Context: an optimization exercise on an open-source flow, tuned for small area, a short achievable clock period and few clock cycles. The choices shown serve that exercise and are no tape-out recipe. Function was checked by simulation only, so behaviour that the tests miss may differ from the original. Power and IR drop assume default switching activity.

**run.sh**
```bash
#!/bin/bash
# synth_recipe.tcl (not shown) runs the flow's synth.tcl, then flattens the netlist and writes it again
# the make line also repeats each setting of config.mk as NAME=value (left out here)
make -C /OpenROAD-flow-scripts/flow DESIGN_CONFIG=/design/flow/config.mk WORK_HOME=/design/flow/orfs CLKGATE_MAP_FILE= SYNTH_SCRIPT=/design/flow/synth_recipe.tcl finish
```
**config.mk**
```make
export PLATFORM = sky130hd
export DESIGN_NAME = mrpt_mr
export DESIGN_NICKNAME = mrpt_mr
export VERILOG_FILES = /design/flow/design.v
export SDC_FILE = /design/flow/constraint.sdc
export NUM_CORES = 4
export LEC_CHECK = 0
export CAP_MARGIN = 20
export CORE_MARGIN = 2
export CORE_UTILIZATION = 40
export SLEW_MARGIN = 20
```
**constraint.sdc**
```tcl
create_clock -name core_clock -period 11.0 [get_ports {clk}]
set_input_delay 2.2000 -clock core_clock [delete_from_list [all_inputs] [get_ports {clk}]]
set_output_delay 2.2000 -clock core_clock [all_outputs]
set_load 0.01 [all_outputs]
```
**design.v**
```verilog
module mont_mul (
    input  wire        clk,
    input  wire        rst,
    input  wire        start,
    input  wire [63:0] a,
    input  wire [63:0] b,
    input  wire [63:0] n,
    input  wire [6:0]  nbits,    
    output reg         done,
    output reg  [63:0] y
);
    reg        run;
    reg        fix;
    reg [6:0]  cnt;
    reg [63:0] areg;
    reg [63:0] breg;
    reg [65:0] acc;
    wire [65:0] add_b  = acc + (areg[0] ? {2'b00, breg} : 66'd0);
    wire [65:0] add_n  = add_b + (add_b[0] ? {2'b00, n} : 66'd0);
    wire [65:0] red    = acc - {2'b00, n};
    wire        ge_n   = (acc >= {2'b00, n});
    always @(posedge clk) begin
        if (rst) begin
            run  <= 1'b0;
            fix  <= 1'b0;
            done <= 1'b0;
        end else begin
            done <= 1'b0;
            if (start) begin
                run  <= 1'b1;
                fix  <= 1'b0;
                cnt  <= nbits;
                areg <= a;
                breg <= b;
                acc  <= 66'd0;
            end else if (run) begin
                acc  <= add_n >> 1;
                areg <= areg >> 1;
                cnt  <= cnt - 7'd1;
                if (cnt == 7'd1) begin
                    run <= 1'b0;
                    fix <= 1'b1;
                end
            end else if (fix) begin
                fix  <= 1'b0;
                done <= 1'b1;
                y    <= ge_n ? red[63:0] : acc[63:0];
            end
        end
    end
endmodule
module mrpt_mr (
    input  wire        clk,
    input  wire        rst,
    input  wire        start,
    input  wire [1:0]  wsel,
    input  wire [63:0] p,
    output wire        busy,
    output reg         done,
    output reg         res,
    output reg         err,
    output reg  [23:0] aux
);
    localparam [255:0] SIEVE_PRIME =
        256'h08028228800800a28028208820a00a08800228a20208828828208a20a08a28ac;
    localparam [63:0] CASCADE_BOUND = 64'd1795265022;
    localparam [63:0] SIEVE_LEN     = 64'd255;
    localparam [3:0] S_IDLE   = 4'd0,
                     S_CHECK  = 4'd1,
                     S_DECOMP = 4'd2,
                     S_RM     = 4'd3,
                     S_WIT    = 4'd4,
                     S_CONV   = 4'd5,
                     S_POW    = 4'd6,
                     S_POW_MA = 4'd7,
                     S_POW_SQ = 4'd8,
                     S_CHK1   = 4'd9,
                     S_SQ     = 4'd10,
                     S_SQ_W   = 4'd11,
                     S_NEXT   = 4'd12;
    reg [3:0]  state;
    reg [63:0] n;         
    reg [1:0]  ws;        
    reg [6:0]  ew;        
    reg        casc;
    reg [63:0] t;         
    reg [6:0]  s;         
    reg [6:0]  cnt;
    reg [64:0] r;         
    reg [63:0] rm;        
    reg [63:0] pmrm;      
    reg [3:0]  widx;
    reg [63:0] acc;
    reg [63:0] bb;
    reg [63:0] k;
    reg [63:0] x;
    reg [6:0]  j;
    assign busy = (state != S_IDLE);
    function [63:0] witness(input is64, input [3:0] idx);
        begin
            if (is64) begin
                case (idx)
                    4'd0:    witness = 64'd2;
                    4'd1:    witness = 64'd325;
                    4'd2:    witness = 64'd9375;
                    4'd3:    witness = 64'd28178;
                    4'd4:    witness = 64'd450775;
                    4'd5:    witness = 64'd9780504;
                    default: witness = 64'd1795265022;
                endcase
            end else begin
                case (idx)
                    4'd0:    witness = 64'd2;
                    4'd1:    witness = 64'd7;
                    default: witness = 64'd61;
                endcase
            end
        end
    endfunction
    wire [3:0] nwit = (ew == 7'd64) ? 4'd7 : 4'd3;
    wire [6:0] req_bits = 7'd8 << ws;
    wire       range_err = (ws == 2'd0) ? (n[63:8]  != 56'd0) :
                           (ws == 2'd1) ? (n[63:16] != 48'd0) :
                           (ws == 2'd2) ? (n[63:32] != 32'd0) : 1'b0;
    wire       do_casc   = (ws == 2'd3) && (n < CASCADE_BOUND);
    wire [64:0] dbl     = {r[63:0], 1'b0};
    wire [64:0] dbl_red = (dbl >= {1'b0, n}) ? dbl - {1'b0, n} : dbl;
    reg         mm_start;
    reg  [63:0] mm_a;
    reg  [63:0] mm_b;
    wire        mm_done;
    wire [63:0] mm_y;
    mont_mul u_mul (
        .clk   (clk),
        .rst   (rst),
        .start (mm_start),
        .a     (mm_a),
        .b     (mm_b),
        .n     (n),
        .nbits (ew),
        .done  (mm_done),
        .y     (mm_y)
    );
    always @(*) begin
        mm_start = 1'b0;
        mm_a     = acc;
        mm_b     = bb;
        case (state)
            S_POW: begin
                if (k != 64'd0) begin
                    mm_start = 1'b1;
                    if (k[0]) begin
                        mm_a = acc;
                        mm_b = bb;
                    end else begin
                        mm_a = bb;
                        mm_b = bb;
                    end
                end
            end
            S_POW_MA: begin
                if (mm_done) begin
                    mm_start = 1'b1;
                    mm_a     = bb;
                    mm_b     = bb;
                end
            end
            S_SQ: begin
                if (j < s) begin
                    mm_start = 1'b1;
                    mm_a     = x;
                    mm_b     = x;
                end
            end
            default: ;
        endcase
    end
    always @(posedge clk) begin
        if (rst) begin
            state <= S_IDLE;
            done  <= 1'b0;
            res   <= 1'b0;
            err   <= 1'b0;
            aux   <= 24'd0;
        end else begin
            case (state)
                S_IDLE: begin
                    if (start) begin
                        n     <= p;
                        ws    <= wsel;
                        done  <= 1'b0;
                        state <= S_CHECK;
                    end
                end
                S_CHECK: begin
                    casc <= do_casc;
                    ew   <= do_casc ? 7'd32 : req_bits;
                    t    <= n - 64'd1;
                    s    <= 7'd0;
                    if (range_err) begin
                        err   <= 1'b1;
                        res   <= 1'b0;
                        aux   <= 24'd0;
                        done  <= 1'b1;
                        state <= S_IDLE;
                    end else if (n == 64'd1 || n[0] == 1'b0) begin
                        err   <= 1'b0;
                        res   <= (n == 64'd2);
                        aux   <= 24'h0000F0;
                        done  <= 1'b1;
                        state <= S_IDLE;
                    end else if (n < SIEVE_LEN) begin
                        err   <= 1'b0;
                        res   <= SIEVE_PRIME[n[7:0]];
                        aux   <= {16'h0000, 4'hF, 1'b0, do_casc, 2'd1};
                        done  <= 1'b1;
                        state <= S_IDLE;
                    end else begin
                        state <= S_DECOMP;
                    end
                end
                S_DECOMP: begin
                    if (t[0] == 1'b0) begin
                        t <= t >> 1;
                        s <= s + 7'd1;
                    end else begin
                        r     <= 65'd1;
                        cnt   <= ew;
                        state <= S_RM;
                    end
                end
                S_RM: begin
                    r   <= dbl_red;
                    cnt <= cnt - 7'd1;
                    if (cnt == 7'd1) begin
                        rm    <= dbl_red[63:0];
                        pmrm  <= n - dbl_red[63:0];
                        widx  <= 4'd0;
                        state <= S_WIT;
                    end
                end
                S_WIT: begin
                    r     <= {1'b0, witness(ew == 7'd64, widx)};
                    cnt   <= ew;
                    state <= S_CONV;
                end
                S_CONV: begin
                    r   <= dbl_red;
                    cnt <= cnt - 7'd1;
                    if (cnt == 7'd1) begin
                        bb    <= dbl_red[63:0];
                        acc   <= rm;
                        k     <= t;
                        state <= S_POW;
                    end
                end
                S_POW: begin
                    if (k == 64'd0) begin
                        x     <= acc;
                        state <= S_CHK1;
                    end else if (k[0]) begin
                        state <= S_POW_MA;
                    end else begin
                        state <= S_POW_SQ;
                    end
                end
                S_POW_MA: begin
                    if (mm_done) begin
                        acc   <= mm_y;
                        state <= S_POW_SQ;
                    end
                end
                S_POW_SQ: begin
                    if (mm_done) begin
                        bb    <= mm_y;
                        k     <= k >> 1;
                        state <= S_POW;
                    end
                end
                S_CHK1: begin
                    if (x == rm || x == pmrm) begin
                        state <= S_NEXT;
                    end else begin
                        j     <= 7'd1;
                        state <= S_SQ;
                    end
                end
                S_SQ: begin
                    if (j < s) begin
                        state <= S_SQ_W;
                    end else begin
                        err   <= 1'b0;
                        res   <= 1'b0;
                        aux   <= {1'b0, s, 8'h00, widx, 1'b0, casc, 2'd2};
                        done  <= 1'b1;
                        state <= S_IDLE;
                    end
                end
                S_SQ_W: begin
                    if (mm_done) begin
                        x <= mm_y;
                        j <= j + 7'd1;
                        if (mm_y == pmrm)
                            state <= S_NEXT;
                        else
                            state <= S_SQ;
                    end
                end
                S_NEXT: begin
                    if (widx + 4'd1 == nwit) begin
                        err   <= 1'b0;
                        res   <= 1'b1;
                        aux   <= {1'b0, s, 8'h00, 4'hF, 1'b0, casc, 2'd2};
                        done  <= 1'b1;
                        state <= S_IDLE;
                    end else begin
                        widx  <= widx + 4'd1;
                        state <= S_WIT;
                    end
                end
                default: state <= S_IDLE;
            endcase
        end
    end
endmodule
```
==> run notes <==
-- report_power, final --
group	total, uW	internal [uW]	leakage, uW	switching (uW)
logic	5360	1870	0.0153	3480
registers	4530	4330	0.00810	198
clock network	3700	2110	0.00171	1590
total	13600	8310	0.0251	5270
-- worst reg2reg max path, delay by kind of cell, from the launching register on --
kind	cells	cell delay, ns
simple gates	6	2.45
flops	1	0.65
compound gates	17	4.83
fa+ha+maj	3	1.37
xor+xnor	1	0.16
buf+inv	1	0.47
-- final cells by class --
| cell class | count | area share (%) |
|---|---|---|
| Multi-Input combinational cell | 4726 | 46.67 |
| Tap cell | 1917 | 3.668 |
| Timing Repair Buffer | 152 | 2.214 |
| Clock inverter | 63 | 1.108 |
| Clock buffer | 130 | 4.259 |
| Inverter | 226 | 1.297 |
| Antenna cell | 2 | 0.007654 |
| Sequential cell | 896 | 40.78 |
-- placed cells by master, fill, tap and decap left out, types with 20 or more instances in the layout --
cell,count
and3_1,46
a21o_1,191
clkinv_1,20
nand4_1,86
nor2b_1,68
xnor2_1,281
nor3_1,97
xor2_1,285
a211oi_1,27
clkbuf_16,108
nand2b_1,67
mux2_2,67
nor4_1,89
o21a_1,42
o21bai_1,33
mux2i_1,22
ha_1,309
or3_1,32
a21oi_1,489
nand2_1,867
buf_4,57
a31oi_1,43
o21ai_0,276
o31ai_1,34
clkdlybuf4s50_1,85
and2_1,149
clkinv_2,21
dfxtp_1,24
a222oi_1,64
nor2_1,515
inv_1,220
o211ai_1,23
clkbuf_1,22
nand3_1,156
maj3_1,22
edfxtp_1,872
-- stage by stage --
step | hold WS [ns] | power, uW
after detailed placement | 0.4463 | 9813
after global placement | 0.4421 | 9780
after CTS | 0.4525 | 13500
final | 0.4488 | 13580
after floorplan | 0.4410 | 8257
after global routing | 0.4798 | 14190
-- worst paths after layout --
kind                    to  slack (ns)  cells past startpoint
hold reg to reg     aux[7]        0.45                      2
setup reg to reg  pmrm[61]        0.82                     28
hold / removal      aux[7]        0.45                      2
setup / recovery  pmrm[61]        0.82                     28
-- synthesized netlist by cell type (all sizes together) (18+ instances only) --
cell	n	share of area (%)
a211oi	29	0.37
a21o	191	2.4
a21oi	498	4.3
a222oi	64	1.1
a31oi	45	0.51
and2	152	1.6
and3	48	0.51
buf	53	0.51
clkbuf	229	1.5
dfxtp	24	0.82
edfxtp	872	44
ha	310	6.6
inv	222	1.4
maj3	26	0.45
mux2	68	1.3
mux2i	30	0.59
nand2	870	5.5
nand2b	67	0.71
nand3	160	1.4
nand4	87	0.93
nor2	518	3.3
nor2b	69	0.73
nor3	102	0.91
nor4	93	1.0
o211ai	25	0.34
o21a	43	0.55
o21ai	288	2.5
o21bai	33	0.42
o31a	18	0.27
o31ai	34	0.43
or3	32	0.34
xnor2	285	4.3
xor2	285	4.2
-- cells by family after synthesis --
| family | Yosys count | synth area share (%) |
|---|---|---|
| simple gates | 2265 | 17.89 |
| compound gates | 1441 | 15.79 |
| flops | 896 | 45.26 |
| xor+xnor | 570 | 8.543 |
| buf+inv | 508 | 3.408 |
| fa+ha+maj | 341 | 7.203 |
| mux | 98 | 1.896 |
| other cells | 1 | 0.006365 |
-- layer usage --
metal | global-route usage, % | wire length (um) | vias up
li1 | - | - | 22256
met1 | 39.93 | 93800 | 23818
met2 | 43.32 | 96100 | 2638
met3 | 6.757 | 23010 | 434
met4 | 13.18 | 11670 | 10
met5 | 0 | 61 | -
==> run notes <==
Status: no timing/DRC/antenna violations
FMAX: 98.23 MHz
# IOs: 97
Final Hold Vio Count: 0
Gp weighted congestion: 1.025
Crit Path Class: flop to flop
Type of the worst min-delay path: flop to flop
Layout area overhead: 10.99%
CTS H-tree lvls: 3
Startpoint Class: flop
CP Buf/Inv Count: 1
Final Worst Setup Slack: 0.8195 ns
Die area: 0.1504 mm^2
Pins over their slew limit: 0
Mapped Cells: 6120
First-pass GRT wire length: 322.0 mm
Crit-path max FO: 18
Fraction of layout cells with a size suffix above 1: 6.459%
Number of global-route vias before repair: 45581
Clock Skew: 0.04091 ns
Max_slew headroom: 19.58%
WL/cell: 27.69 um
Clock sink count: 896
Post-Syn Area: 0.05892 mm^2
TritonCTS buffer count: 107
Cts repair resizes: 0
Largest net degree at the start of global routing: 130
Placed Cells: 7916
Final period util: 92.55%
Avg Synthesized Cell Area: 9.627 um^2
Place WS: 1.176 ns
First drt pass iteration count: 8
Final HPWL DP: 168.2 mm
Num rows: 140
FF+latch area: 0.02667 mm^2
Initial Utilization: 40.38%
FFs w/ async S/R, synth: 0%
Antenna violations before repair: 15
CTS max path bufs: 3
Most frequent cell on the critical path: a21oi_1
Critical Path Max Stage Delay: 0.85 ns
Worst Setup SP: n[30]
Min-delay src: aux[7]
Die Width: 387.8 um
Initial DRC Count: 6363
DR vias: 49156
Worst EP arrival: 10.67 ns
CP endpoint kind: flop
Fill cell count: 13861
Biggest register: u_mul.acc
Final setup vio count: 0
TritonCTS clock tree: done
Max-cap violation count: 0
Sequential-to-total area share from yosys stat: 45.26%
GRT overflow: 0
Worst r2r src: n[30]
Unique cell type count in the Yosys netlist: 112
Clk latency of the worst-skew pair: 0.76 ns
Core box area: 0.1459 mm^2
Yosys warnings: 2
Fin crit period: 10.18 ns
Post-synth EDFFs: 872
Max FFs per register: 65
Reg clk slew, reported paths: 0.06 ns
Crit path max-delay family: compound AO/OA/AOI/OAI gates
CTS Root Cell: clkbuf_16
# DRC: 0
Layout net count: 6493
Critical-path top delay cell: nor4_1
# Post-CTS Setup Buffers: 0
Post-layout util: 44.81%
Peak VDD IR: 0.0001300 V
Area after DPL: 0.06184 mm^2
Worst-Margin Slew: 1.202 ns
Setup tns final: 0 ns
Top_reg_cell synth: edfxtp_1
Synth Register Bits: 896
WP data required: 11.49 ns
Pwr dens: 207.7 mW/mm^2
Post-DRT Antenna Nets: 0
IO Port Bufs: 86
Unrepaired setup endpoints after global routing: no
Area of the multi-input gates: 0.03052 mm^2
Die Ht: 387.8 um
Total GRT Usage: 29.04%
Avg Vias per Cell: 6.060
Leakage power: 0.02507 uW
Final std cells w/o fill: 8112
Hold buffers post-CTS: 0
WL final: 224.6 mm
Final non-filler cell area: 0.06539 mm^2
Testbench counts, summed over its fixed seeds: cycles 3,588,855.

-- what the ideal ports hide --
The flow's constraints put no driver on any port. The routed layout listed below was extracted and timed again, unchanged, in two steps.
Step 1: set_driving_cell puts a clkbuf_16 on clk and a buf_2 on each other input, an assumption about the parent block.
Step 2, shift: input delay + t, output delay - t, t = (earliest + latest rising clock arrival at the registers) / 2. This alone moves slack from input paths to output paths.
a / b / c = ideal / step 1 / step 2; a / b = the first two.
t (ns): 0.823
slack for setup (ns): 0.819 / 0.819 / 0.819
hold WS [ns]: 0.449 / 0.449 / 0.449
worst setup path at the end: register to register
pins driven straight from the clock port: 1
After both steps setup and hold are still met in this run. The setup slack of this run moves by 0.000 ns with the drivers and by 0.000 ns with both steps.
